Background: an optimization exercise with open tools, aiming at small area, a short achievable clock period and few clock cycles. Do not read the settings as production practice. In this exercise RTL edits were held to simulation tests only and were not proved equivalent to the original. No activity file was given, so power comes from the tool's default toggle rates.

==> flow/design.v <==
module fc_crc8_step (
    input  wire [7:0] acc_in,
    input  wire [7:0] data,
    output wire [7:0] acc_out
);
    wire [7:0] x = acc_in ^ data;
    assign acc_out[0] = x[2] ^ x[4] ^ x[5];
    assign acc_out[1] = x[0] ^ x[3] ^ x[5] ^ x[6];
    assign acc_out[2] = x[0] ^ x[1] ^ x[4] ^ x[6] ^ x[7];
    assign acc_out[3] = x[0] ^ x[1] ^ x[4] ^ x[7];
    assign acc_out[4] = x[0] ^ x[1] ^ x[4];
    assign acc_out[5] = x[1] ^ x[2] ^ x[5];
    assign acc_out[6] = x[0] ^ x[2] ^ x[3] ^ x[6];
    assign acc_out[7] = x[1] ^ x[3] ^ x[4] ^ x[7];
endmodule
module fc_dec #(
    parameter CAP = 32
) (
    input  wire       clk,
    input  wire       rst,
    input  wire       clr,         
    input  wire       wr,          
    input  wire [7:0] wr_byte,
    output wire       acc,         
    input  wire       rd_next,     
    output reg  [7:0] rd_data,     
    output reg        rd_ok,       
    output reg  [4:0] rem,         
    output wire       open,
    output reg  [1:0] err,
    output reg  [5:0] total,
    output reg        done_ok
);
    localparam [7:0] START = 8'h02;
    localparam [7:0] END_  = 8'h04;
    localparam NB = CAP - 4;
    reg [7:0] buf_q [0:NB-1];
    reg       p_idle, p_len, p_body, p_term;
    reg [4:0] left;
    reg [7:0] crc;
    reg [4:0] rp;
    assign open = p_len | p_body | p_term;
    wire [7:0] crc_nx;
    fc_crc8_step u_step (.acc_in(p_len ? 8'h00 : crc), .data(wr_byte), .acc_out(crc_nx));
    wire b_start = (wr_byte == START);
    wire b_end   = (wr_byte == END_);
    wire b_big   = (wr_byte > CAP);
    wire b_small = (wr_byte < 8'd4);
    wire t_short = (total == 6'd2);
    wire t_ok    = b_end && !t_short && (crc == 8'h00);
    assign acc = wr && ((p_idle && b_start) || (p_len && !b_big) || p_body || (p_term && t_ok));
    integer k;
    always @(posedge clk) begin
        for (k = 0; k < NB; k = k + 1)
            if (wr && p_body && total == k + 2)
                buf_q[k] <= wr_byte;
    end
    always @(posedge clk) begin
        if (rst || clr) begin
            p_idle  <= 1'b1;
            p_len   <= 1'b0;
            p_body  <= 1'b0;
            p_term  <= 1'b0;
            err     <= 2'd0;
            total   <= 6'd0;
            left    <= 5'd0;
            crc     <= 8'h00;
            done_ok <= 1'b0;
            rd_ok   <= 1'b0;
            rem     <= 5'd0;
        end else begin
            if (wr && p_idle && b_start) begin
                p_idle <= 1'b0;
                p_len  <= 1'b1;
                total  <= 6'd1;
            end
            if (wr && p_len) begin
                p_len <= 1'b0;
                if (b_big) begin
                    err <= 2'd1;
                end else begin
                    total  <= 6'd2;
                    crc    <= crc_nx;
                    left   <= wr_byte[4:0] - 5'd3;
                    p_body <= !b_small;
                    p_term <= b_small;
                end
            end
            if (wr && p_body) begin
                total <= total + 6'd1;
                crc   <= crc_nx;
                left  <= left - 5'd1;
                if (left == 5'd1) begin
                    p_body <= 1'b0;
                    p_term <= 1'b1;
                end
            end
            if (wr && p_term) begin
                p_term <= 1'b0;
                total  <= total + 6'd1;
                if (!b_end || t_short)
                    err <= 2'd1;
                else if (crc != 8'h00)
                    err <= 2'd2;
                else begin
                    done_ok <= 1'b1;
                    rd_ok   <= (total != 6'd3);
                    rem     <= total[4:0] - 5'd3;
                end
            end
            if (rd_next) begin
                rem   <= rem - 5'd1;
                rd_ok <= (rem != 5'd1);
            end
        end
    end
    always @(posedge clk) begin
        if (wr && p_term) begin
            rd_data <= buf_q[0];
            rp      <= 5'd1;
        end else if (rd_next) begin
            rd_data <= buf_q[rp];
            rp      <= rp + 5'd1;
        end
    end
endmodule
module framing_core #(
    parameter CAP = 32
) (
    input  wire        clk,
    input  wire        rst,           
    input  wire        cmd_valid,
    input  wire [15:0] cmd_data,
    output wire        cmd_ready,
    output reg         resp_valid,
    output reg  [9:0]  resp_data,     
    output reg         ev_valid,
    output reg  [2:0]  ev_kind,       
    output reg  [23:0] ev_arg,
    input  wire        wait_done,
    input  wire        rx_valid,
    input  wire [7:0]  rx_data,
    input  wire        rx_last,
    input  wire        rx_empty,
    output wire        rx_ready
);
    localparam [7:0] START = 8'h02;
    localparam [7:0] END_  = 8'h04;
    localparam NB = CAP - 4;           
    localparam [2:0] EV_TXBEGIN = 3'd1, EV_TXWRITE = 3'd2, EV_TXEND = 3'd3,
                     EV_WAIT = 3'd4, EV_POLL = 3'd5;
    localparam O_CRC_RESET = 0,  O_CRC_CALC = 1,   O_CRC_UPDATE = 2, O_CRC_READ = 3,
               O_ENC_RESET = 4,  O_ENC_WRITE = 5,  O_ENC_END = 6,    O_ENC_AVAIL = 7,
               O_ENC_READ = 8,   O_ENC_PKTLEN = 9,
               O_DEC_RESET = 10, O_DEC_WRITE = 11, O_DEC_AVAIL = 12, O_DEC_READ = 13,
               O_DEC_ISOPEN = 14, O_DEC_HASERR = 15, O_DEC_LASTERR = 16, O_DEC_TOTLEN = 17,
               O_REQ_ADDR = 18,  O_REQ_RESPLEN = 19, O_REQ_DLO = 20, O_REQ_DHI = 21,
               O_REQ_ATT = 22,   O_REQ_START = 23, O_REQ_STATUS = 24, O_REQ_AVAIL = 25,
               O_REQ_READ = 26;
    localparam NOP = 27;
    wire [7:0] c_opc = cmd_data[15:8];
    wire       c_z   = (cmd_data[7:0] == 8'h00);
    reg [NOP-1:0] dop;
    always @(*) begin
        dop = {NOP{1'b0}};
        case (c_opc)
        8'h10: dop[O_CRC_RESET]   = c_z;
        8'h11: dop[O_CRC_CALC]    = 1'b1;
        8'h12: dop[O_CRC_UPDATE]  = 1'b1;
        8'h13: dop[O_CRC_READ]    = c_z;
        8'h20: dop[O_ENC_RESET]   = c_z;
        8'h21: dop[O_ENC_WRITE]   = 1'b1;
        8'h22: dop[O_ENC_END]     = c_z;
        8'h23: dop[O_ENC_AVAIL]   = c_z;
        8'h24: dop[O_ENC_READ]    = c_z;
        8'h25: dop[O_ENC_PKTLEN]  = c_z;
        8'h30: dop[O_DEC_RESET]   = c_z;
        8'h31: dop[O_DEC_WRITE]   = 1'b1;
        8'h32: dop[O_DEC_AVAIL]   = c_z;
        8'h33: dop[O_DEC_READ]    = c_z;
        8'h34: dop[O_DEC_ISOPEN]  = c_z;
        8'h35: dop[O_DEC_HASERR]  = c_z;
        8'h36: dop[O_DEC_LASTERR] = c_z;
        8'h37: dop[O_DEC_TOTLEN]  = c_z;
        8'h40: dop[O_REQ_ADDR]    = 1'b1;
        8'h41: dop[O_REQ_RESPLEN] = 1'b1;
        8'h42: dop[O_REQ_DLO]     = 1'b1;
        8'h43: dop[O_REQ_DHI]     = 1'b1;
        8'h44: dop[O_REQ_ATT]     = 1'b1;
        8'h45: dop[O_REQ_START]   = c_z;
        8'h46: dop[O_REQ_STATUS]  = c_z;
        8'h47: dop[O_REQ_AVAIL]   = c_z;
        8'h48: dop[O_REQ_READ]    = c_z;
        default: ;
        endcase
    end
    reg           rdy;        
    reg           rdy_o;      
    reg           cv;         
    reg [NOP-1:0] op;         
    reg [7:0]     imm8;
    assign cmd_ready = rdy_o;
    wire take = cmd_valid && rdy;
    reg  rbusy;               
    wire ex = cv && !rbusy;
    wire [NOP-1:0] x = rbusy ? {NOP{1'b0}} : op;
    reg  [7:0] crc_acc;
    wire [7:0] crc_nx;
    fc_crc8_step u_crc (.acc_in(op[O_CRC_CALC] ? 8'h00 : crc_acc), .data(imm8), .acc_out(crc_nx));
    reg [7:0] enc_buf [2:NB+1];
    reg       eopen;
    reg       eok;                             
    reg [5:0] en;
    reg [5:0] erem;
    reg       erdok;                           
    reg [5:0] ep;
    reg [7:0] epf;
    reg [7:0] ecrc;
    wire [7:0] ecrc_nx;
    fc_crc8_step u_ecrc (.acc_in(ecrc), .data(imm8), .acc_out(ecrc_nx));
    reg  [7:0] klen;                           
    always @(*) begin
        case (en)
        6'd4:  klen = 8'h61; 6'd5:  klen = 8'hff; 6'd6:  klen = 8'hd1; 6'd7:  klen = 8'h86;
        6'd8:  klen = 8'h3e; 6'd9:  klen = 8'h96; 6'd10: klen = 8'h8b; 6'd11: klen = 8'hef;
        6'd12: klen = 8'hff; 6'd13: klen = 8'hfb; 6'd14: klen = 8'h32; 6'd15: klen = 8'h6a;
        6'd16: klen = 8'h8a; 6'd17: klen = 8'hde; 6'd18: klen = 8'hd1; 6'd19: klen = 8'h85;
        6'd20: klen = 8'h7e; 6'd21: klen = 8'h85; 6'd22: klen = 8'hc1; 6'd23: klen = 8'h5f;
        6'd24: klen = 8'h21; 6'd25: klen = 8'hea; 6'd26: klen = 8'h38; 6'd27: klen = 8'hd1;
        6'd28: klen = 8'hae; 6'd29: klen = 8'hd7; 6'd30: klen = 8'he7; 6'd31: klen = 8'h5e;
        6'd32: klen = 8'h8a;
        default: klen = 8'h00;
        endcase
    end
    wire       e_wr   = x[O_ENC_WRITE] && eok;
    wire       e_end  = x[O_ENC_END] && eopen;
    wire       e_rd   = x[O_ENC_READ] && erdok;
    reg  [7:0] enext;                          
    always @(*) begin
        if (ep == 6'd1)          enext = {2'b00, en};
        else if (erem == 6'd3)   enext = ecrc;
        else if (erem == 6'd2)   enext = END_;
        else                     enext = enc_buf[ep[4:0]];
    end
    wire       dec_acc, dec_rd_ok, dec_open, dec_done_ok;
    wire [7:0] dec_rd_data;
    wire [4:0] dec_rem;
    wire [1:0] dec_err;
    wire [5:0] dec_total;
    fc_dec #(.CAP(CAP)) u_dec (
        .clk(clk), .rst(rst), .clr(x[O_DEC_RESET]),
        .wr(x[O_DEC_WRITE]), .wr_byte(imm8), .acc(dec_acc),
        .rd_next(x[O_DEC_READ] && dec_rd_ok), .rd_data(dec_rd_data), .rd_ok(dec_rd_ok),
        .rem(dec_rem), .open(dec_open), .err(dec_err), .total(dec_total),
        .done_ok(dec_done_ok)
    );
    reg [7:0]  req_addr, req_resplen, req_maxatt, req_left;
    reg        maxatt_nz;
    reg [15:0] req_delay;
    reg [2:0]  req_status;
    reg [2:0]  trig_i;
    reg [23:0] wacc;            
    reg [2:0]  aph;             
    reg        acy;
    reg       s_trig;           
    reg       s_wdone;          
    reg       s_rx;             
    reg       eval;             
    reg        bw, bl, be;      
    reg [7:0]  bd;
    assign rx_ready = 1'b1;
    reg        rdec_clr_ev;
    wire       rx_ok = (req_status == 3'd1);     
    wire       rdec_acc, rdec_rd_ok, rdec_open, rdec_done_ok;
    wire [7:0] rdec_rd_data;
    wire [4:0] rdec_rem;
    wire [1:0] rdec_err;
    wire [5:0] rdec_total;
    wire       rq_rd_ok = rx_ok && rdec_rd_ok;
    fc_dec #(.CAP(CAP)) u_rdec (
        .clk(clk), .rst(rst), .clr(x[O_REQ_START] || rdec_clr_ev),
        .wr(bw), .wr_byte(bd), .acc(rdec_acc),
        .rd_next(x[O_REQ_READ] && rq_rd_ok), .rd_data(rdec_rd_data), .rd_ok(rdec_rd_ok),
        .rem(rdec_rem), .open(rdec_open), .err(rdec_err), .total(rdec_total),
        .done_ok(rdec_done_ok)
    );
    wire r_f =
        x[O_CRC_RESET] | x[O_CRC_CALC] | x[O_CRC_UPDATE] | x[O_CRC_READ] |
        x[O_ENC_RESET] | e_wr | e_end | x[O_ENC_AVAIL] |
        e_rd | x[O_ENC_PKTLEN] |
        x[O_DEC_RESET] | (x[O_DEC_WRITE] & dec_acc) | x[O_DEC_AVAIL] |
        (x[O_DEC_READ] & dec_rd_ok) | x[O_DEC_ISOPEN] | x[O_DEC_HASERR] |
        x[O_DEC_LASTERR] | x[O_DEC_TOTLEN] |
        x[O_REQ_ADDR] | x[O_REQ_RESPLEN] | x[O_REQ_DLO] | x[O_REQ_DHI] | x[O_REQ_ATT] |
        x[O_REQ_STATUS] | x[O_REQ_AVAIL] | (x[O_REQ_READ] & rq_rd_ok);
    wire [7:0] r_d =
        ({8{x[O_CRC_CALC] | x[O_CRC_UPDATE]}} & crc_nx) |
        ({8{x[O_CRC_READ]}} & crc_acc) |
        ({8{e_end | x[O_ENC_PKTLEN]}} & {2'b00, en}) |
        ({8{x[O_ENC_AVAIL] & !eopen}} & {2'b00, erem}) |
        ({8{e_rd}} & epf) |
        ({8{x[O_DEC_AVAIL] & dec_done_ok}} & {3'b000, dec_rem}) |
        ({8{x[O_DEC_READ] & dec_rd_ok}} & dec_rd_data) |
        ({8{x[O_DEC_ISOPEN]}} & {7'd0, dec_open}) |
        ({8{x[O_DEC_HASERR]}} & {7'd0, dec_err != 2'd0}) |
        ({8{x[O_DEC_LASTERR]}} & {6'd0, dec_err}) |
        ({8{x[O_DEC_TOTLEN]}} & {2'b00, dec_total}) |
        ({8{x[O_REQ_STATUS]}} & {5'd0, req_status}) |
        ({8{x[O_REQ_AVAIL] & rx_ok}} & {3'b000, rdec_rem}) |
        ({8{x[O_REQ_READ] & rq_rd_ok}} & rdec_rd_data) |
        ({8{x[O_REQ_START]}} & 8'h04);    
    wire r_ill = ~|op;
    wire start_req = x[O_REQ_START] && maxatt_nz;
    wire eval_fin  = rdec_done_ok || (req_left == 8'd1);
    reg  busy_nx;
    always @(*) begin
        busy_nx = rbusy;
        if (start_req)
            busy_nx = 1'b1;
        if (eval && eval_fin)
            busy_nx = 1'b0;
        if (be)
            busy_nx = 1'b0;
    end
    wire cv_nx = take || (cv && !ex);
    integer k;
    always @(posedge clk) begin
        for (k = 2; k < NB + 2; k = k + 1)
            if (e_wr && en == k + 2)
                enc_buf[k] <= imm8;
    end
    always @(posedge clk) begin
        resp_valid  <= 1'b0;
        ev_valid    <= 1'b0;
        rdec_clr_ev <= 1'b0;
        bw <= rx_valid && s_rx && !rx_empty;
        bl <= rx_valid && s_rx && rx_last && !rx_empty;
        be <= rx_valid && s_rx && rx_empty;
        bd <= rx_data;
        if (rdy) begin
            op   <= cmd_valid ? dop : {NOP{1'b0}};
            imm8 <= cmd_data[7:0];
        end
        if (rst) begin
            rdy        <= 1'b1;
            rdy_o      <= 1'b1;
            cv         <= 1'b0;
            rbusy      <= 1'b0;
            s_trig     <= 1'b0;
            s_wdone    <= 1'b0;
            s_rx       <= 1'b0;
            eval       <= 1'b0;
            crc_acc    <= 8'h00;
            eopen      <= 1'b1;
            eok        <= 1'b1;
            en         <= 6'd4;
            erdok      <= 1'b0;
            ecrc       <= 8'h00;
            req_addr   <= 8'd0;
            req_resplen <= 8'd0;
            req_delay  <= 16'd0;
            req_maxatt <= 8'd0;
            maxatt_nz  <= 1'b0;
            req_status <= 3'd0;
            aph        <= 3'd0;
            bw         <= 1'b0;
            bl         <= 1'b0;
            be         <= 1'b0;
        end else begin
            rdy   <= !(cv_nx && busy_nx);
            rdy_o <= !(cv_nx && busy_nx);
            cv    <= cv_nx;
            rbusy <= busy_nx;
            case (aph)
            3'd1: begin {acy, wacc[5:0]}   <= {1'b0, wacc[5:0]}   + {1'b0, req_delay[5:0]};  aph <= 3'd2; end
            3'd2: begin {acy, wacc[11:6]}  <= {1'b0, wacc[11:6]}  + {1'b0, req_delay[11:6]} + {6'd0, acy}; aph <= 3'd3; end
            3'd3: begin {acy, wacc[17:12]} <= {1'b0, wacc[17:12]} + {3'b000, req_delay[15:12]} + {6'd0, acy}; aph <= 3'd4; end
            3'd4: begin wacc[23:18] <= wacc[23:18] + {5'd0, acy}; aph <= 3'd0; end
            default: ;
            endcase
            if (ex) begin
                resp_valid <= !start_req;
                resp_data  <= {r_ill, r_f, r_d};
            end
            if (x[O_CRC_RESET])
                crc_acc <= 8'h00;
            if (x[O_CRC_CALC] || x[O_CRC_UPDATE])
                crc_acc <= crc_nx;
            if (x[O_ENC_RESET]) begin
                eopen <= 1'b1;
                eok   <= 1'b1;
                en    <= 6'd4;
                erdok <= 1'b0;
                ecrc  <= 8'h00;
            end
            if (e_wr) begin
                en   <= en + 6'd1;
                eok  <= (en != CAP - 1);
                ecrc <= ecrc_nx;
            end
            if (e_end) begin
                eopen <= 1'b0;
                eok   <= 1'b0;
                erem  <= en;
                erdok <= 1'b1;
                ep    <= 6'd1;
                epf   <= START;
                ecrc  <= ecrc ^ klen;
            end
            if (e_rd) begin
                erem  <= erem - 6'd1;
                erdok <= (erem != 6'd1);
                ep    <= ep + 6'd1;
                epf   <= enext;
            end
            if (x[O_REQ_ADDR])    req_addr    <= imm8;
            if (x[O_REQ_RESPLEN]) req_resplen <= imm8;
            if (x[O_REQ_DLO])     req_delay[7:0]  <= imm8;
            if (x[O_REQ_DHI])     req_delay[15:8] <= imm8;
            if (x[O_REQ_ATT]) begin
                req_maxatt <= imm8;
                maxatt_nz  <= (imm8 != 8'd0);
            end
            if (x[O_REQ_START]) begin
                req_left   <= req_maxatt;
                wacc       <= {8'd0, req_delay};
                aph        <= 3'd0;
                req_status <= maxatt_nz ? 3'd0 : 3'd4;
            end
            if (start_req) begin
                ev_valid <= 1'b1;
                ev_kind  <= EV_TXBEGIN;
                ev_arg   <= {16'd0, req_addr};
                trig_i   <= 3'd1;
                s_trig   <= 1'b1;
            end
            if (s_trig) begin
                ev_valid <= 1'b1;
                trig_i   <= trig_i + 3'd1;
                case (trig_i)
                3'd1: begin ev_kind <= EV_TXWRITE; ev_arg <= {16'd0, START}; end
                3'd2: begin ev_kind <= EV_TXWRITE; ev_arg <= 24'h000004; end
                3'd3: begin ev_kind <= EV_TXWRITE; ev_arg <= 24'h000061; end
                3'd4: begin ev_kind <= EV_TXWRITE; ev_arg <= {16'd0, END_}; end
                3'd5: begin ev_kind <= EV_TXEND;   ev_arg <= 24'd0; end
                default: begin
                    ev_kind <= EV_WAIT;
                    ev_arg  <= wacc;
                    aph     <= 3'd1;
                    s_trig  <= 1'b0;
                    s_wdone <= 1'b1;
                end
                endcase
            end
            if (s_wdone) begin
                ev_kind <= EV_POLL;
                ev_arg  <= {8'd0, req_addr, req_resplen};
                if (wait_done) begin
                    ev_valid <= 1'b1;
                    s_wdone  <= 1'b0;
                    s_rx     <= 1'b1;
                end
            end
            if (be) begin
                req_status <= 3'd2;
                resp_valid <= 1'b1;
                resp_data  <= {1'b0, 1'b0, 8'h02};
                s_rx       <= 1'b0;
            end
            if (bl) begin
                eval <= 1'b1;
                s_rx <= 1'b0;
            end
            if (eval) begin
                eval <= 1'b0;
                if (rdec_done_ok) begin
                    req_status <= 3'd1;
                    resp_valid <= 1'b1;
                    resp_data  <= {1'b0, 1'b1, 8'h01};
                end else begin
                    req_left <= req_left - 8'd1;
                    if (rdec_err != 2'd0)
                        rdec_clr_ev <= 1'b1;
                    if (req_left == 8'd1) begin
                        req_status <= (rdec_err != 2'd0) ? 3'd3 : 3'd4;
                        resp_valid <= 1'b1;
                        resp_data  <= {1'b0, 1'b0, (rdec_err != 2'd0) ? 8'h03 : 8'h04};
                    end else if (rdec_err != 2'd0) begin
                        ev_valid <= 1'b1;
                        ev_kind  <= EV_TXBEGIN;
                        ev_arg   <= {16'd0, req_addr};
                        trig_i   <= 3'd1;
                        s_trig   <= 1'b1;
                    end else begin
                        ev_valid <= 1'b1;
                        ev_kind  <= EV_WAIT;
                        ev_arg   <= wacc;
                        aph      <= 3'd1;
                        s_wdone  <= 1'b1;
                    end
                end
            end
        end
    end
endmodule
==> flow/run.sh <==
#!/bin/bash
# synth_recipe.tcl (not shown) runs the flow's synth.tcl, then flattens the netlist and writes it again
# the make line also repeats each setting of config.mk as NAME=value (left out here)
make -C /OpenROAD-flow-scripts/flow DESIGN_CONFIG=/design/flow/config.mk WORK_HOME=/design/flow/orfs CLKGATE_MAP_FILE= SYNTH_SCRIPT=/design/flow/synth_recipe.tcl finish
==> flow/config.mk <==
export PLATFORM = sky130hd
export DESIGN_NAME = framing_core
export DESIGN_NICKNAME = framing_core
export VERILOG_FILES = /design/flow/design.v
export SDC_FILE = /design/flow/constraint.sdc
export NUM_CORES = 4
export LEC_CHECK = 0
export CAP_MARGIN = 20
export CORE_MARGIN = 2
export CORE_UTILIZATION = 40
export SETUP_SLACK_MARGIN = 5.0
export SLEW_MARGIN = 20
==> flow/constraint.sdc <==
create_clock -name core_clock -period 8.0 [get_ports {clk}]
set_input_delay 1.6000 -clock core_clock [delete_from_list [all_inputs] [get_ports {clk}]]
set_output_delay 1.6000 -clock core_clock [all_outputs]
set_load 0.01 [all_outputs]
==> flow_metrics.env, run 1 <==
export IMPL_status="complete, no violations"
export IMPL_grt_max_degree=67
export IMPL_critPathMaxStageDelay_ns=0.72
export IMPL_power_leakage_uw=0.0170
export IMPL_peakVddDrop_v=0.000197
export IMPL_synth_edf_count=816
export IMPL_swShare=0.215
export IMPL_post_route_drc_count=0
export IMPL_die_w_um=337
export IMPL_yosys_register_bits=991
export IMPL_synthArstFlopShare=0
export IMPL_period_minus_slack_ns=3.12
export IMPL_tns_ns=0
export IMPL_start_kind="flip-flop"
export IMPL_vias_per_cell=5.96
export IMPL_dr_pass1_iters=6
export IMPL_synth_largest_area_cell="edfxtp_1"
export IMPL_drt_wl_total_um=133000
export IMPL_setup_worst_path_end_class="flip-flop"
export IMPL_maxSlewViolCount=0
export IMPL_multiInputGateArea_um2=15500
export IMPL_p_int_uw=8540
export IMPL_synth_area_leaders="edfxtp_1, dfxtp_1, nor2_1, nand2_1, xnor2_1"
export IMPL_r2r_start="bw"
export IMPL_hold_violations=0
export IMPL_antenna_found_initial=4
export IMPL_cts_max_path_buffers=3
export IMPL_wl_per_cell_um=25.5
export IMPL_final_nets=3759
export IMPL_ys_types=96
export IMPL_grt_pass1_vias=29400
export IMPL_synth_area_um2=44400
export IMPL_drive_above_1_share=0.133
export IMPL_max_freq_mhz=320
export IMPL_rows=122
export IMPL_syn_nets=3686
export IMPL_syn_avg_cell_area_um2=12.4
export IMPL_cts_sinks=991
export IMPL_yosysWarningCount=20
export IMPL_required_ns=8.31
export IMPL_finish_utilization=0.460
export IMPL_final_common_cell="edfxtp_1"
export IMPL_worstMarginPinSlew_ns=1.15
export IMPL_critPathLaunch="bw"
export IMPL_crit_path_frequent_cell="nand2_1"
export IMPL_cts_root_buf="clkbuf_16"
export IMPL_skew_ns=0.0365
export IMPL_clk_pin_slew_worst_paths_ns=0.06
export IMPL_rrSetupSlack_ns=4.88
export IMPL_crit_chain="nand2_1 > nor3b_1 > nand2_1 > nor2_1"
export IMPL_crit_type="flip-flop to flip-flop"
export IMPL_cpMaxStageDelayCell="nor2_1"
export IMPL_ys_seq_area_frac=0.630
export IMPL_min_path_type="flip-flop to flip-flop"
export IMPL_ios=72
export IMPL_port_buffers=70
export IMPL_overflow=0
export IMPL_synth_top_area_frac=0.552
export IMPL_initial_utilization=0.403
export IMPL_hpwl_um=86100
export IMPL_relSlewSlack=0.217
export IMPL_finalCritPeriodShare=0.390
export IMPL_fillCellCount=9881
export IMPL_rsz0062_at_grt="true"
export IMPL_synthToLayoutAreaGrowth_pct=14.4
export IMPL_place_congestion=0.917
export IMPL_cts_made_buffers=103
export IMPL_track_usage=0.230
export IMPL_p_per_area_nw_per_um2=214
export IMPL_antenna_left=0
export IMPL_seq_power_share=0.517
export IMPL_clkLatencyLatePin_ns=0.69
export IMPL_worstPathArrival_ns=3.43
export IMPL_drt_iter0_drc=4111
export IMPL_coreArea_um2=110000
export IMPL_mostFrequentLayoutCells="edfxtp_1, nor2_1, nand2_1"
export IMPL_h_tree_depth=3
export IMPL_pwr_share_clk=0.447
export IMPL_p_sw_uw=2340
export IMPL_route_vias_total=31200
export IMPL_dieHeight_um=337
export IMPL_setup_viol=0
export IMPL_worstHoldStart="u_dec.p_idle"
export IMPL_synth_ff_type="edfxtp_1"
export IMPL_combPwrFrac=0.036
export IMPL_critPathMaxFanout=11
export IMPL_seq_area_um2=28000
export IMPL_netlist_instances=3575
export IMPL_die_area_um2=114000
export IMPL_grt_pass1_wl_um=197000
export IMPL_maxCapViolCount=0
export IMPL_cts_tree="done"
final cells by class:
cell class	count	share of cell area
tap	1488	0.0366
inverter	86	0.00677
multi-input combinational	2279	0.306
timing repair inverter	1	0.0000985
antenna	3	0.000148
sequential	991	0.552
timing repair buffer	186	0.0318
clock inverter	57	0.0109
clock buffer	137	0.0563
cells in the mapped netlist (all sizes together), types with 22 or more instances:
cell,instances
edfxtp,816
nor2,314
nand2,261
dfxtp,175
a21oi,154
o21ai,146
clkbuf,145
nand3,123
xnor2,111
inv,85
mux2i,85
a22oi,81
ha,75
nor3,75
buf,74
nor2b,66
mux2,65
a221oi,50
a22o,48
a211oi,46
nand2b,43
a32oi,41
and2,36
and3,35
nand4,35
a31oi,32
nor4,25
xor2,25
o22ai,22
power groups by stage:
stage | clock network [uW] | registers (uW) | logic (uW)
floorplan | 0 | 5750 | 186
global placement | 0 | 5740 | 368
detailed placement | 0 | 5740 | 372
CTS | 4910 | 5620 | 381
global route | 5100 | 5620 | 416
finish | 4870 | 5620 | 390
timing repair:
action	in CTS	in global routing
hold buffers	0	0
pin swaps	5	2
cloned	0	1
setup endpoints to repair	361	462
buffers inserted	32	18
gates resized for setup	172	66
metal layers:
layer,track usage,vias to the layer above,share of wire,wire (um)
li1,-,13800,-,-
met1,0.336,15500,0.43,57400
met2,0.348,1567,0.44,59100
met3,0.0379,263,0.092,12300
met4,0.0781,2,0.032,4320
met5,0,-,0.000060,8
registers in the layout, indices dropped and copies added, names as in the netlist, 10 cells and up:
signal / count
enc_buf: 224
wacc: 24
op: 27
u_rdec.buf_q: 224
resp_data: 10
ev_arg: 24
u_dec.buf_q: 224
req_delay: 16
metrics by stage:
stage | setup WS, ns | hold WS (ns) | instance area (um2) | std cells | power (uW)
finish | 4.88 | 0.446 | 50800 | 5228 | 10900
global route | 4.81 | 0.470 | 50800 | 5225 | 11100
CTS | 4.79 | 0.446 | 50400 | 5205 | 10900
detailed placement | 4.27 | 0.435 | 46600 | 4979 | 6110
global placement | 4.29 | 0.432 | 46600 | 4979 | 6100
floorplan | 5.00 | 0.391 | 44500 | 3575 | 5940
final timing paths:
check	endpoint	cells after the start
min	u_dec.p_idle	2
min reg2reg	u_dec.p_idle	2
max reg2reg	u_rdec.buf_q[25][7]	4
max	u_rdec.buf_q[25][7]	4
logic make-up after synthesis:
| kind of cell | after synthesis | synth area share |
|---|---|---|
| multiplexers | 162 | 0.0417 |
| adder cells (fa/ha/maj) | 80 | 0.0234 |
| flip-flops | 991 | 0.630 |
| other | 1 | 0.0000844 |
| XOR/XNOR | 139 | 0.0283 |
| AND/OR/NAND/NOR | 1095 | 0.121 |
| AO/OA/AOI/OAI | 802 | 0.127 |
| buffers and inverters | 305 | 0.0283 |
worst max-delay path, delay by kind of cell (launching register included):
family,cells,cell delay (ns)
flip-flops,1,0.71
AND/OR/NAND/NOR,4,2.01
Testbench counts, summed over its fixed seeds: cycles 21,164.
==> run 2, diff against run 1 <==
--- a/flow/config.mk
+++ b/flow/config.mk
@@ -5,6 +5,7 @@
 export SDC_FILE = /design/flow/constraint.sdc
 export NUM_CORES = 4
 export LEC_CHECK = 0
+export ABC_AREA = 1
 export CAP_MARGIN = 20
 export CORE_MARGIN = 2
 export CORE_UTILIZATION = 40
==> run 2 against run 1 <==
- core utilization about the same
- cell count up 12%
- synthesized area down 1.8%
- design area down 1.6%
- synthesized cell count up 17%
- sequential power about the same
- worst setup slack better by 0.077 ns
- die area down 1.8%
- routed wire length down 5.1%
- via count up 1.7%
- still clean
- combinational power down 22%
- highest routed layer is now met4
- first-iteration DRC count down 8.4%
==> flow_metrics.env, run 2 <==
export IMPL_critPathMaxStageDelay_ns=0.55
export IMPL_final_nets=4459
export IMPL_skew_ns=0.0275
export IMPL_met2_usage=0.358
export IMPL_maxSlewViolCount=0
export IMPL_synth_area_um2=43600
export IMPL_cts_hold_buf=0
export IMPL_route_vias_total=31700
export IMPL_drt_iter0_drc=3764
export IMPL_crit_buf_inv=1
export IMPL_cp_depth=1
export IMPL_required_ns=6.40
export IMPL_seq_area_um2=28000
export IMPL_ios=72
export IMPL_synthArstFlopShare=0
export IMPL_grtUsageMet3=0.0278
export IMPL_ys_seq_area_frac=0.642
export IMPL_setup_viol=0
export IMPL_critPathLaunch="resp_data[7]"
export IMPL_cts_root_buf="clkbuf_16"
export IMPL_drive_above_1_share=0.0883
export IMPL_synth_largest_area_cell="edfxtp_1"
export IMPL_post_route_drc_count=0
export IMPL_crit_chain="buf_2"
export IMPL_start_kind="flip-flop"
export IMPL_cpMaxStageDelayCell="edfxtp_1"
export IMPL_port_buffers=70
export IMPL_min_path_type="flip-flop to flip-flop"
export IMPL_synthToLayoutAreaGrowth_pct=14.6
export IMPL_cts_sinks=991
export IMPL_h_tree_depth=3
export IMPL_dr_pass1_iters=7
export IMPL_antenna_left=0
export IMPL_fin_ws_ns=4.96
export IMPL_grt_pass1_wl_um=190000
export IMPL_tns_ns=0
export IMPL_vias_per_cell=5.42
export IMPL_cts_made_buffers=105
export IMPL_synth_edf_count=816
export IMPL_place_congestion=0.940
export IMPL_yosys_top_cells_count="nand2_1, edfxtp_1, nor2_1"
export IMPL_drt_wl_total_um=126000
export IMPL_netlist_instances=4176
export IMPL_worstMarginPinSlew_ns=1.11
export IMPL_grtUsageMet1=0.316
export IMPL_clk_pin_slew_worst_paths_ns=0.06
export IMPL_grt_pass1_vias=30500
export IMPL_final_common_cell="nand2_1"
export IMPL_synth_area_leaders="edfxtp_1, nand2_1, dfxtp_1, nor2_1, inv_1"
export IMPL_synth_ff_type="edfxtp_1"
export IMPL_n_antenna_cell=0
export IMPL_cts_max_path_buffers=3
export IMPL_reg2regPathDepth=12
export IMPL_wl_per_cell_um=21.6
export IMPL_fillCellCount=10000
export IMPL_crit_type="flip-flop to primary output"
export IMPL_grt_busiest_layer="met2"
export IMPL_syn_nets=4287
export IMPL_max_freq_mhz=329
export IMPL_die_area_um2=112000
export IMPL_status="complete, no violations"
export IMPL_top_regs="enc_buf: 224 flops, u_dec.buf_q: 224 flops, u_rdec.buf_q: 224 flops"
export IMPL_syn_avg_cell_area_um2=10.4
export IMPL_period_minus_slack_ns=3.04
export IMPL_synth_top_area_frac=0.562
export IMPL_power_leakage_uw=0.0184
export IMPL_clkLatencyLatePin_ns=0.70
export IMPL_grt_max_degree=93
export IMPL_setup_worst_path_end_class="primary output"
export IMPL_antenna_found_initial=1
export IMPL_hold_violations=0
export IMPL_track_usage=0.223
export IMPL_hold_depth=2
export IMPL_critPathMaxFanout=2
export IMPL_maxCapViolCount=0
export IMPL_initial_utilization=0.402
export IMPL_yosysMostFrequentCell="nand2_1"
export IMPL_overflow=0
export IMPL_peakVddDrop_v=0.000199
export IMPL_crit_family="flip-flops"
export IMPL_coreArea_um2=109000
export IMPL_yosys_register_bits=991
export IMPL_rows=121
export IMPL_worstHoldStart="req_maxatt[6]"
export IMPL_worstPathArrival_ns=1.44
export IMPL_mostFrequentLayoutCells="nand2_1, edfxtp_1, inv_1"
export IMPL_dieHeight_um=334
export IMPL_yosysWarningCount=20
export IMPL_relSlewSlack=0.259
export IMPL_cts_tree="done"
export IMPL_p_per_area_nw_per_um2=217
export IMPL_r2r_start="u_rdec.rp[1]"
export IMPL_finalCritPeriodShare=0.380
export IMPL_rsz0062_at_grt="true"
export IMPL_die_w_um=334
export IMPL_multiInputGateArea_um2=13800
export IMPL_hpwl_um=85300
export IMPL_ys_types=69
export IMPL_dp_worst_setup_slack_ns=3.96
run 2: cell families after synthesis:
family	after synthesis	share of synthesized area
and+or+nand+nor	1837	0.180
xor gates and xnor gates	104	0.0209
adders and majority gates	80	0.0238
AOI/OAI and AO/OA	656	0.0876
DFF	991	0.642
other	1	0.0000859
buffers and inverters	507	0.0456
run 2: layout make-up:
type / count / share of cell area
Inverter: 423 / 0.0323
Timing Repair Buffer: 148 / 0.0252
Tap cell: 1414 / 0.0354
Multi-Input combinational cell: 2678 / 0.277
Sequential cell: 991 / 0.560
Timing Repair inverter: 1 / 0.000100
Clock buffer: 126 / 0.0550
Clock inverter: 73 / 0.0150
run 2: repair_timing:
action | 4_1_cts | 5_1_grt
gates cloned | 2 | 0
resized for setup | 137 | 41
setup endpoints to repair | 183 | 406
setup buffers | 19 | 15
pin swaps | 0 | 2
run 2: worst min-delay path, stage by stage, from the launching register on:
cell	delay [ns]
dfxtp_1	0.29
inv_1	0.06
a21oi_1	0.06
run 2: per-layer routing:
metal  vias to the layer above  part of all wire
li1                      14900                 -
met1                     15400              0.44
met2                      1230              0.46
met3                       192             0.069
met4                         0             0.028
met5                         -                 0
run 2: final timing paths:
kind | slack, ns | endpoint
worst max-delay path | 4.96 | resp_data[7]
worst min register to register | 0.46 | req_maxatt[6]
worst max register to register | 5.15 | u_rdec.rd_data[2]
worst min-delay path | 0.46 | req_maxatt[6]
run 2: through the flow:
stage | hold slack [ns] | utilization | instances | total power (uW) | instance area, um2
finish | 0.461 | 0.461 | 5854 | 10900 | 50000
global route | 0.495 | 0.461 | 5854 | 11200 | 50000
CTS | 0.459 | 0.458 | 5838 | 10900 | 49800
detailed placement | 0.449 | 0.424 | 5618 | 6030 | 46100
global placement | 0.441 | 0.424 | 5618 | 6030 | 46100
floorplan | 0.399 | - | 4176 | 5890 | 43700
run 2: power breakdown:
part / leakage, uW / total (uW) / internal [uW] / switching, uW
logic: 0.00781 / 305 / 95.8 / 210
clock network: 0.00168 / 4940 / 2830 / 2120
registers: 0.00890 / 5620 / 5600 / 24.8
==> run 3, diff against run 2 <==
--- a/flow/design.v
+++ b/flow/design.v
@@ -218,20 +218,37 @@
     reg [7:0] ecrc;
     wire [7:0] ecrc_nx;
     fc_crc8_step u_ecrc (.acc_in(ecrc), .data(imm8), .acc_out(ecrc_nx));
-    reg  [7:0] klen;                           
-    always @(*) begin
-        case (en)
-        6'd4:  klen = 8'h61; 6'd5:  klen = 8'hff; 6'd6:  klen = 8'hd1; 6'd7:  klen = 8'h86;
-        6'd8:  klen = 8'h3e; 6'd9:  klen = 8'h96; 6'd10: klen = 8'h8b; 6'd11: klen = 8'hef;
-        6'd12: klen = 8'hff; 6'd13: klen = 8'hfb; 6'd14: klen = 8'h32; 6'd15: klen = 8'h6a;
-        6'd16: klen = 8'h8a; 6'd17: klen = 8'hde; 6'd18: klen = 8'hd1; 6'd19: klen = 8'h85;
-        6'd20: klen = 8'h7e; 6'd21: klen = 8'h85; 6'd22: klen = 8'hc1; 6'd23: klen = 8'h5f;
-        6'd24: klen = 8'h21; 6'd25: klen = 8'hea; 6'd26: klen = 8'h38; 6'd27: klen = 8'hd1;
-        6'd28: klen = 8'hae; 6'd29: klen = 8'hd7; 6'd30: klen = 8'he7; 6'd31: klen = 8'h5e;
-        6'd32: klen = 8'h8a;
-        default: klen = 8'h00;
-        endcase
-    end
+    wire [7:0] klen =
+        (en == 6'd4) ? 8'h61 :
+        (en == 6'd5) ? 8'hff :
+        (en == 6'd6) ? 8'hd1 :
+        (en == 6'd7) ? 8'h86 :
+        (en == 6'd8) ? 8'h3e :
+        (en == 6'd9) ? 8'h96 :
+        (en == 6'd10) ? 8'h8b :
+        (en == 6'd11) ? 8'hef :
+        (en == 6'd12) ? 8'hff :
+        (en == 6'd13) ? 8'hfb :
+        (en == 6'd14) ? 8'h32 :
+        (en == 6'd15) ? 8'h6a :
+        (en == 6'd16) ? 8'h8a :
+        (en == 6'd17) ? 8'hde :
+        (en == 6'd18) ? 8'hd1 :
+        (en == 6'd19) ? 8'h85 :
+        (en == 6'd20) ? 8'h7e :
+        (en == 6'd21) ? 8'h85 :
+        (en == 6'd22) ? 8'hc1 :
+        (en == 6'd23) ? 8'h5f :
+        (en == 6'd24) ? 8'h21 :
+        (en == 6'd25) ? 8'hea :
+        (en == 6'd26) ? 8'h38 :
+        (en == 6'd27) ? 8'hd1 :
+        (en == 6'd28) ? 8'hae :
+        (en == 6'd29) ? 8'hd7 :
+        (en == 6'd30) ? 8'he7 :
+        (en == 6'd31) ? 8'h5e :
+        (en == 6'd32) ? 8'h8a :
+                         8'h00;
     wire       e_wr   = x[O_ENC_WRITE] && eok;
     wire       e_end  = x[O_ENC_END] && eopen;
     wire       e_rd   = x[O_ENC_READ] && erdok;
@@ -333,6 +350,9 @@
         resp_valid  <= 1'b0;
         ev_valid    <= 1'b0;
         rdec_clr_ev <= 1'b0;
+        resp_data   <= {r_ill, r_f, r_d};
+        ev_kind     <= EV_POLL;
+        ev_arg      <= {8'd0, req_addr, req_resplen};
         bw <= rx_valid && s_rx && !rx_empty;
         bl <= rx_valid && s_rx && rx_last && !rx_empty;
         be <= rx_valid && s_rx && rx_empty;
@@ -378,10 +398,8 @@
             3'd4: begin wacc[23:18] <= wacc[23:18] + {5'd0, acy}; aph <= 3'd0; end
             default: ;
             endcase
-            if (ex) begin
+            if (ex)
                 resp_valid <= !start_req;
-                resp_data  <= {r_ill, r_f, r_d};
-            end
             if (x[O_CRC_RESET])
                 crc_acc <= 8'h00;
             if (x[O_CRC_CALC] || x[O_CRC_UPDATE])
@@ -453,8 +471,6 @@
                 endcase
             end
             if (s_wdone) begin
-                ev_kind <= EV_POLL;
-                ev_arg  <= {8'd0, req_addr, req_resplen};
                 if (wait_done) begin
                     ev_valid <= 1'b1;
                     s_wdone  <= 1'b0;
==> run 3 against run 2 <==
- maximum frequency is 2.6% higher
- highest routed layer unchanged
- power is 4.1% lower
- design area is 2.3% lower
- largest cell class unchanged
- synthesized cell count is 7.1% lower
- sequential power is 1% lower
==> flow_metrics.env, run 3 <==
export IMPL_required_ns=6.40
export IMPL_synth_top_area_frac=0.552
export IMPL_rows=119
export IMPL_crit_family="flip-flops"
export IMPL_synth_largest_area_cell="edfxtp_1"
export IMPL_synthArstFlopShare=0
export IMPL_vias_per_cell=5.43
export IMPL_clkLatencyLatePin_ns=0.68
export IMPL_post_route_drc_count=0
export IMPL_setup_viol=0
export IMPL_skew_ns=0.0466
export IMPL_dieHeight_um=330
export IMPL_wl_per_cell_um=21.1
export IMPL_synthToLayoutAreaGrowth_pct=15.2
export IMPL_cts_made_buffers=99
export IMPL_setup_worst_path_end_class="primary output"
export IMPL_clk_pin_slew_worst_paths_ns=0.06
export IMPL_cts_max_path_buffers=3
export IMPL_cts_root_buf="clkbuf_16"
export IMPL_maxCapViolCount=0
export IMPL_crit_chain="dlygate4sd2_1"
export IMPL_critPathMaxStageDelay_ns=0.41
export IMPL_place_congestion=0.919
export IMPL_fin_area_um2=48800
export IMPL_worstMarginPinSlew_ns=1.18
export IMPL_maxSlewViolCount=0
export IMPL_coreArea_um2=105000
export IMPL_power_leakage_uw=0.0177
export IMPL_start_kind="flip-flop"
export IMPL_synth_area_leaders="edfxtp_1, dfxtp_1, nand2_1, nor2_1, inv_1"
export IMPL_yosys_top_cells_count="edfxtp_1, nand2_1, nor2_1"
export IMPL_ios=72
export IMPL_cts_tree="done"
export IMPL_overflow=0
export IMPL_max_freq_mhz=337
export IMPL_rsz0062_at_grt="true"
export IMPL_drive_above_1_share=0.0997
export IMPL_min_path_type="flip-flop to flip-flop"
export IMPL_grt_pass1_wl_um=175000
export IMPL_peakVddDrop_v=0.000209
export IMPL_netlist_instances=3880
export IMPL_seq_area_um2=27500
export IMPL_yosys_register_bits=983
export IMPL_finalCritPeriodShare=0.371
export IMPL_status="complete, no violations"
export IMPL_port_buffers=70
export IMPL_p_per_area_nw_per_um2=214
export IMPL_yosysMostFrequentCell="edfxtp_1"
export IMPL_synth_edf_count=779
export IMPL_crit_buf_inv=1
export IMPL_drt_iter0_drc=3076
export IMPL_fillCellCount=9618
export IMPL_grt_pass1_vias=28400
export IMPL_track_usage=0.211
export IMPL_multiInputGateArea_um2=13400
export IMPL_die_w_um=330
export IMPL_period_minus_slack_ns=2.97
export IMPL_die_area_um2=109000
export IMPL_final_common_cell="edfxtp_1"
export IMPL_synth_ff_type="edfxtp_1"
export IMPL_mostFrequentLayoutCells="edfxtp_1, nand2_1, inv_1"
export IMPL_hpwl_um=77900
export IMPL_relSlewSlack=0.209
export IMPL_synth_area_um2=42400
export IMPL_drt_wl_total_um=116000
export IMPL_final_nets=4158
export IMPL_top_regs="enc_buf: 224 flops, u_dec.buf_q: 224 flops, u_rdec.buf_q: 224 flops"
export IMPL_syn_nets=3984
export IMPL_initial_utilization=0.403
export IMPL_grt_max_degree=65
export IMPL_placed_area_um2=44900
export IMPL_cpMaxStageDelayCell="dfxtp_1"
export IMPL_yosysWarningCount=20
export IMPL_ys_types=74
export IMPL_syn_avg_cell_area_um2=10.9
export IMPL_hold_violations=0
export IMPL_route_vias_total=30000
export IMPL_tns_ns=0
export IMPL_cts_hold_buf=0
export IMPL_worstPathArrival_ns=1.37
export IMPL_dr_pass1_iters=6
export IMPL_h_tree_depth=3
export IMPL_cts_sinks=983
export IMPL_critPathMaxFanout=1
export IMPL_antenna_found_initial=3
export IMPL_crit_type="flip-flop to primary output"
export IMPL_ys_seq_area_frac=0.648
export IMPL_antenna_left=0
## run 3: cell types whose count changed in the layout (fill, tap and decap cells not counted), moves of 22 or more
cell	delta
o21ai_0	-26
a22o_1	+36
dlygate4sd2_1	+37
a21oi_1	-29
a221oi_1	+55
nand2_1	-270
dfxtp_1	+22
edfxtp_1	-37
nand3_1	-30
## run 3: power breakdown
group | switching (uW) | internal, uW | leakage, uW
sequential | 18.7 | 5520 | 0.00877
combinational | 208 | 90.8 | 0.00732
clock | 1970 | 2620 | 0.00156
## run 3: routing by layer
metal / up-vias / part of all wire / GRT usage
li1: 14100 / - / -
met1: 14700 / 0.45 / 0.304
met2: 1075 / 0.47 / 0.335
met3: 176 / 0.066 / 0.0284
met4: 0 / 0.022 / 0.0573
met5: - / 0 / 0
## run 3: worst paths after layout
check                                  start           endpoint  slack [ns]  depth (start not counted)
worst max register to register  u_rdec.rp[0]  u_rdec.rd_data[2]        5.06                         10
worst min register to register  u_dec.p_idle       u_dec.p_idle        0.46                          2
worst min-delay path            u_dec.p_idle       u_dec.p_idle        0.46                          2
worst max-delay path            resp_data[6]       resp_data[6]        5.03                          1
## run 3: area by class of cell
cell class | instances | area share
Multi-Input combinational cell | 2387 | 0.275
Timing Repair Buffer | 142 | 0.0260
Clock inverter | 50 | 0.00981
Timing Repair inverter | 3 | 0.000359
Sequential cell | 983 | 0.563
Tap cell | 1391 | 0.0356
Antenna cell | 1 | 0.0000512
Clock buffer | 128 | 0.0556
Inverter | 438 | 0.0345
## run 3: cell families after synthesis
group           count (synthesis)  synth area share
simple gates                 1483             0.150
flops                         983             0.648
compound gates                710             0.108
buf+inv                       511            0.0467
xor+xnor                      112            0.0231
fa+ha+maj                      73            0.0224
mux                             7           0.00183
other cells                     1         0.0000884
## run 3: through the flow
step	utilization	power (uW)	setup WS [ns]	hold slack (ns)	instances
floorplan	-	5810	5.03	0.401	3880
detailed placement	0.426	5940	3.84	0.440	5312
global placement	0.426	5930	3.85	0.439	5311
finish	0.464	10400	5.03	0.459	5523
global route	0.464	10700	4.84	0.478	5522
CTS	0.459	10500	4.85	0.456	5501
## run 3: what timing repair did
| item | 4_1_cts | 5_1_grt |
|---|---|---|
| gates resized for setup | 93 | 80 |
| gates cloned | 4 | 1 |
| endpoints found under the setup margin | 217 | 204 |
| pin swaps | 3 | 11 |
| setup buffers | 7 | 19 |
Testbench counts of run 3, summed over its fixed seeds: cycles 21,164.
==> run 4, diff against run 3 <==
==> flow/flow/run.sh (new file) <==
#!/bin/bash
set -euo pipefail
bash standard.sh SETUP_SLACK_MARGIN=5.4 finish > standard.log 2>&1
==> flow/standard.sh (new file) <==
#!/bin/bash
# synth_recipe.tcl (not shown) runs the flow's synth.tcl, then flattens the netlist and writes it again
# the make line also repeats each setting of config.mk as NAME=value (left out here)
make -C /OpenROAD-flow-scripts/flow DESIGN_CONFIG=/design/flow/config.mk WORK_HOME=/design/flow/orfs CLKGATE_MAP_FILE= SYNTH_SCRIPT=/design/flow/synth_recipe.tcl "${@:-finish}"
--- a/flow/config.mk
+++ b/flow/config.mk
@@ -9,5 +9,4 @@
 export CAP_MARGIN = 20
 export CORE_MARGIN = 2
 export CORE_UTILIZATION = 40
-export SETUP_SLACK_MARGIN = 5.0
 export SLEW_MARGIN = 20
removed: flow/run.sh
==> run 4 against run 3 <==
- still clean on timing, DRC and antenna
- combinational power increased by 12%
- register-to-register slack improved by 0.23 ns
- synthesized cell count unchanged
- power increased by 0.96%
- sequential share of layout area decreased by 2.3 points
- critical path type unchanged
==> flow_metrics.env, run 4 <==
export IMPL_place_congestion=0.929
export IMPL_rrSetupSlack_ns=5.29
export IMPL_n_antenna_cell=0
export IMPL_die_w_um=330
export IMPL_antenna_left=0
export IMPL_synth_largest_area_cell="edfxtp_1"
export IMPL_setup_worst_path_end_class="primary output"
export IMPL_tns_ns=0
export IMPL_finalCritPeriodShare=0.361
export IMPL_start_kind="flip-flop"
export IMPL_p_sw_uw=2270
export IMPL_combPwrFrac=0.032
export IMPL_maxCapViolCount=0
export IMPL_finish_utilization=0.485
export IMPL_hold_depth=2
export IMPL_setup_viol=0
export IMPL_drive_above_1_share=0.183
export IMPL_worstHoldStart="u_dec.p_idle"
export IMPL_reg2regPathDepth=13
export IMPL_synth_area_leaders="edfxtp_1, dfxtp_1, nand2_1, nor2_1, inv_1"
export IMPL_mostFrequentLayoutCells="edfxtp_1, nand2_1, inv_1"
export IMPL_worstPathArrival_ns=1.29
export IMPL_yosysMostFrequentCell="edfxtp_1"
export IMPL_relSlewSlack=0.253
export IMPL_rsz0062_at_grt="true"
export IMPL_syn_avg_cell_area_um2=10.9
export IMPL_status="complete, no violations"
export IMPL_synth_area_um2=42400
export IMPL_cts_root_buf="clkbuf_16"
export IMPL_coreArea_um2=105000
export IMPL_period_minus_slack_ns=2.89
export IMPL_grt_pass1_vias=29200
export IMPL_post_route_drc_count=0
export IMPL_initial_utilization=0.403
export IMPL_r2r_start="u_rdec.rp[0]"
export IMPL_required_ns=6.40
export IMPL_max_freq_mhz=347
export IMPL_synth_edf_count=779
export IMPL_critPathLaunch="rdy_o"
export IMPL_peakVddDrop_v=0.000237
export IMPL_seq_power_share=0.525
export IMPL_track_usage=0.215
export IMPL_clkLatencyLatePin_ns=0.72
export IMPL_cts_hold_buf=0
export IMPL_wl_per_cell_um=21.4
export IMPL_yosysWarningCount=20
export IMPL_drt_wl_total_um=120000
export IMPL_vias_per_cell=5.45
export IMPL_yosys_register_bits=983
export IMPL_crit_type="flip-flop to primary output"
export IMPL_hold_violations=0
export IMPL_ys_seq_area_frac=0.648
export IMPL_synth_top_area_frac=0.552
export IMPL_cts_sinks=983
export IMPL_worstMarginPinSlew_ns=1.12
export IMPL_p_per_area_nw_per_um2=206
export IMPL_critPathMaxFanout=2
export IMPL_netlist_instances=3880
export IMPL_final_common_cell="edfxtp_1"
export IMPL_p_int_uw=8260
export IMPL_dieHeight_um=330
export IMPL_synthToLayoutAreaGrowth_pct=20.4
export IMPL_grt_max_degree=69
export IMPL_synth_ff_type="edfxtp_1"
export IMPL_drt_iter0_drc=3020
export IMPL_r2r_end="u_rdec.rd_data[5]"
export IMPL_min_path_type="flip-flop to flip-flop"
export IMPL_syn_nets=3984
export IMPL_clk_pin_slew_worst_paths_ns=0.06
export IMPL_yosys_top_cells_count="edfxtp_1, nand2_1, nor2_1"
export IMPL_route_vias_total=30600
export IMPL_cts_made_buffers=100
export IMPL_overflow=0
export IMPL_synthArstFlopShare=0
export IMPL_ys_types=74
export IMPL_die_area_um2=109000
export IMPL_cts_max_path_buffers=3
export IMPL_cts_tree="done"
export IMPL_min_to="u_dec.p_idle"
export IMPL_maxSlewViolCount=0
export IMPL_rows=119
export IMPL_power_leakage_uw=0.0184
export IMPL_pwr_share_clk=0.443
export IMPL_final_nets=4239
export IMPL_ios=72
export IMPL_h_tree_depth=3
export IMPL_grt_pass1_wl_um=179000
export IMPL_hpwl_um=77800
export IMPL_antenna_found_initial=0
export IMPL_skew_ns=0.0605
export IMPL_top_regs="enc_buf: 224 flops, u_dec.buf_q: 224 flops, u_rdec.buf_q: 224 flops"
export IMPL_swShare=0.215
export IMPL_port_buffers=70
export IMPL_dr_pass1_iters=7
## run 4: cell counts after synthesis
Identical to the previous run, type by type.
## run 4: cells by family after synthesis
logic type      share of synthesized area
fa+ha+maj                          0.0224
simple gates                        0.150
xor+xnor                           0.0231
buf+inv                            0.0467
mux                               0.00183
other cells                     0.0000884
compound gates                      0.108
flops                               0.648
## run 4: area by class of cell
class,count,area [um2]
clock buffers,139,2820
clock inverters,49,492
fillers,9251,54200
inverters,438,1750
multi-input cells,2389,14500
flip-flops and latches,983,27600
well taps,1391,1740
repair buffers,221,2140
repair inverters,2,10.0
## run 4: worst max path at each step
stage,cells after the start,end,slack [ns]
global placement,9,resp_data[8],4.41
global route,2,cmd_ready,5.09
CTS,2,cmd_ready,5.09
floorplan,4,ep[0],5.28
detailed placement,9,ev_arg[0],4.42
finish,2,cmd_ready,5.11
## run 4: critical path: stages (launching register included)
cell and delay (ns):
dfxtp_4 0.35, buf_12 0.13, buf_6 0.11
## run 4: repair_timing
item | 4_1_cts | 5_1_grt
resized for setup | 441 | 242
pin swaps | 43 | 85
gates cloned | 5 | 4
setup endpoints to repair | 590 | 287
buffers inserted | 45 | 63
## run 4: per-stage QoR
stage / setup slack, ns / instance area [um2] / hold WS (ns) / power (uW) / std cells
2_1_floorplan: 5.28 / 42600 / 0.401 / 5820 / 3880
3_3_place_gp: 4.41 / 44900 / 0.430 / 5940 / 5307
3_5_place_dp: 4.42 / 44900 / 0.439 / 5940 / 5307
4_1_cts: 5.09 / 49600 / 0.452 / 10600 / 5545
5_1_grt: 5.09 / 51100 / 0.457 / 10800 / 5612
6_report: 5.11 / 51100 / 0.454 / 10500 / 5612
## run 4: routing by layer
metal  global-route usage  part of all wire
met1                0.305              0.44
met2                0.345              0.47
met4               0.0606             0.026
met3               0.0311             0.071
met5                    0                 0
## run 4: power groups by stage
stage	Clock (uW)	Combinational, uW	Sequential [uW]
floorplan	0	156	5660
global placement	0	293	5640
detailed placement	0	294	5640
CTS	4720	315	5530
global route	4920	363	5520
finish	4670	336	5530
==> run 5, diff against run 4 <==
--- a/flow/config.mk
+++ b/flow/config.mk
@@ -9,4 +9,6 @@
 export CAP_MARGIN = 20
 export CORE_MARGIN = 2
 export CORE_UTILIZATION = 40
+export CTS_CLUSTER_DIAMETER = 100
+export CTS_CLUSTER_SIZE = 30
 export SLEW_MARGIN = 20
==> run 5 against run 4 <==
- still clean
- synthesized cell count unchanged
- critical path depth unchanged
- register-to-register slack better by 0.06 ns
==> flow_metrics.env, run 5 <==
export IMPL_finalCritPeriodShare=0.354
export IMPL_cts_hold_buf=0
export IMPL_yosys_top_cells_count="edfxtp_1, nand2_1, nor2_1"
export IMPL_reg2regPathDepth=14
export IMPL_drt_wl_total_um=119000
export IMPL_hold_depth=2
export IMPL_dr_pass1_iters=5
export IMPL_drive_above_1_share=0.172
export IMPL_drt_iter0_drc=3172
export IMPL_maxCapViolCount=0
export IMPL_overflow=0
export IMPL_crit_chain="buf_12 > buf_6"
export IMPL_tns_ns=0
export IMPL_yosysWarningCount=20
export IMPL_cts_made_buffers=39
export IMPL_critPathMaxFanout=2
export IMPL_coreArea_um2=105000
export IMPL_final_nets=4197
export IMPL_worstHoldStart="bl"
export IMPL_status="complete, no violations"
export IMPL_grt_pass1_vias=28500
export IMPL_clkLatencyLatePin_ns=0.64
export IMPL_netlist_instances=3880
export IMPL_rrSetupSlack_ns=5.35
export IMPL_fin_area_um2=49200
export IMPL_grt_pass1_wl_um=177000
export IMPL_die_area_um2=109000
export IMPL_antenna_left=0
export IMPL_rows=119
export IMPL_relSlewSlack=0.265
export IMPL_synth_edf_count=779
export IMPL_ios=72
export IMPL_syn_nets=3984
export IMPL_grt_max_degree=69
export IMPL_synthToLayoutAreaGrowth_pct=16.0
export IMPL_cts_sinks=983
export IMPL_r2r_end="epf[1]"
export IMPL_dieHeight_um=330
export IMPL_ys_seq_area_frac=0.648
export IMPL_ys_types=74
export IMPL_r2r_start="ep[0]"
export IMPL_p_per_area_nw_per_um2=171
export IMPL_cts_max_path_buffers=3
export IMPL_hpwl_um=77800
export IMPL_clk_pin_slew_worst_paths_ns=0.12
export IMPL_post_route_drc_count=0
export IMPL_final_common_cell="edfxtp_1"
export IMPL_min_to="eval"
export IMPL_synth_top_area_frac=0.552
export IMPL_wl_per_cell_um=21.5
export IMPL_setup_viol=0
export IMPL_place_congestion=0.929
export IMPL_synth_area_um2=42400
export IMPL_cts_tree="done"
export IMPL_hold_violations=0
export IMPL_yosys_register_bits=983
export IMPL_n_antenna_cell=0
export IMPL_power_leakage_uw=0.0175
export IMPL_skew_ns=0.0422
export IMPL_crit_type="flip-flop to primary output"
export IMPL_worstPathArrival_ns=1.23
export IMPL_port_buffers=70
export IMPL_placed_area_um2=44900
export IMPL_start_kind="flip-flop"
export IMPL_min_path_type="flip-flop to flip-flop"
export IMPL_timing_hold_ws_ns=0.450
export IMPL_route_vias_total=30500
export IMPL_yosysMostFrequentCell="edfxtp_1"
export IMPL_die_w_um=330
export IMPL_worstMarginPinSlew_ns=1.10
export IMPL_synth_largest_area_cell="edfxtp_1"
export IMPL_synthArstFlopShare=0
export IMPL_required_ns=6.40
export IMPL_period_minus_slack_ns=2.83
export IMPL_setup_worst_path_end_class="primary output"
export IMPL_track_usage=0.212
export IMPL_maxSlewViolCount=0
export IMPL_cts_root_buf="clkbuf_16"
export IMPL_rsz0062_at_grt="true"
export IMPL_max_freq_mhz=353
export IMPL_finish_utilization=0.467
export IMPL_initial_utilization=0.403
export IMPL_vias_per_cell=5.53
export IMPL_synth_area_leaders="edfxtp_1, dfxtp_1, nand2_1, nor2_1, inv_1"
export IMPL_syn_avg_cell_area_um2=10.9
export IMPL_top_regs="enc_buf: 224 flops, u_dec.buf_q: 224 flops, u_rdec.buf_q: 224 flops"
export IMPL_mostFrequentLayoutCells="edfxtp_1, nand2_1, inv_1"
export IMPL_peakVddDrop_v=0.000167
export IMPL_h_tree_depth=2
export IMPL_antenna_found_initial=2
export IMPL_synth_ff_type="edfxtp_1"
export IMPL_critPathMaxStageDelay_ns=0.35
export IMPL_cpMaxStageDelayCell="dfxtp_2"
==> run 5: cell type report <==
class | instances | area, um2
Clock buffer | 61 | 1080
Clock inverter | 8 | 75.1
Fill cell | 9479 | 56100
Inverter | 438 | 1770
Multi-Input combinational cell | 2389 | 14700
Sequential cell | 983 | 27600
Tap cell | 1391 | 1740
Timing Repair Buffer | 240 | 2290
Timing Repair inverter | 2 | 10.0
==> run 5: stage by stage <==
| step | worst slack [ns] | power, uW | std cells |
|---|---|---|---|
| after floorplan | 5.28 | 5820 | 3880 |
| after global placement | 4.41 | 5940 | 5307 |
| after detailed placement | 4.42 | 5940 | 5307 |
| after CTS | 5.13 | 8410 | 5434 |
| after global routing | 5.12 | 8620 | 5512 |
| final | 5.17 | 8400 | 5512 |
==> run 5: cell families (layout without fill, tap and decap cells) <==
group | after synthesis | after routing | share of synthesized area
xor+xnor | 112 | 112 | 0.0231
mux | 7 | 7 | 0.00183
buf+inv | 511 | 749 | 0.0467
compound gates | 710 | 710 | 0.108
flops | 983 | 983 | 0.648
simple gates | 1483 | 1486 | 0.150
fa+ha+maj | 73 | 73 | 0.0224
other cells | 1 | 1 | 0.0000884
==> run 5: report_power, final <==
part,switching [uW],internal (uW),leakage [uW]
clock network,1570,967,0.000556
logic,229,112,0.00815
registers,13.4,5510,0.00879
==> run 5: worst max-delay path by stage <==
stage / start / slack, ns / cells after the start / end
after floorplan: rst / 5.28 / 4 / ep[0]
final: rdy_o / 5.17 / 2 / cmd_ready
after global placement: rbusy / 4.41 / 9 / resp_data[8]
after global routing: rdy_o / 5.12 / 2 / cmd_ready
after detailed placement: rbusy / 4.42 / 9 / ev_arg[0]
after CTS: rdy_o / 5.13 / 2 / cmd_ready
==> run 5: what timing repair did <==
action	4_1_cts	5_1_grt
buffers inserted	53	75
pin swaps	46	103
setup endpoints to repair	606	327
gates resized for setup	458	259
gates cloned	5	3
==> run 5: critical path, delay by kind of cell, from the launching register on <==
| kind | cells | cell delay (ns) |
|---|---|---|
| buffers and inverters | 2 | 0.24 |
| flip-flops | 1 | 0.35 |
==> run 5: metal layers <==
layer,vias to the layer above,routed length [um],global-route usage
met2,1087,55700,0.346
met5,-,0,0
met1,15100,53100,0.307
met3,136,7360,0.0206
met4,0,2560,0.0427
li1,14100,-,-

port drivers added, routing unchanged:
The flow's constraints put no driver on any port. The routed layouts listed below were extracted and timed again, unchanged, in two steps. Step 1 (the two cells are an assumption about what drives the block):
set clk [get_ports {clk}]
set_driving_cell -lib_cell sky130_fd_sc_hd__clkbuf_16 $clk
set_driving_cell -lib_cell sky130_fd_sc_hd__buf_2 [delete_from_list [all_inputs] $clk]
Step 2 times the ports against the registers' clock, not the clock port: input delays grow and output delays shrink by t, the midpoint of the rising clock arrivals with the driver on. Three values: no drivers, after step 1, after step 2; two values: the first two.
run | shift t [ns] | slack for setup (ns) | worst setup path after step 2 | worst register clock-pin slew, ns
run 1 | 0.744 | 4.880 / 4.880 / 4.314 | input to register | 0.07 / 0.07
run 2 | 0.759 | 4.957 / 4.880 / 4.444 | input to register | 0.07 / 0.07
run 3 | 0.728 | 5.032 / 4.961 / 4.432 | input to register | 0.07 / 0.07
run 4 | 0.752 | 5.114 / 5.049 / 4.738 | input to register | 0.07 / 0.07
run 5 | 0.697 | 5.166 / 5.093 / 4.819 | input to register | 0.12 / 0.12
After both steps setup and hold are still met in every run listed. The setup slack of run 3, which loses most, moves by -0.071 ns with the drivers and by -0.600 ns with both steps.
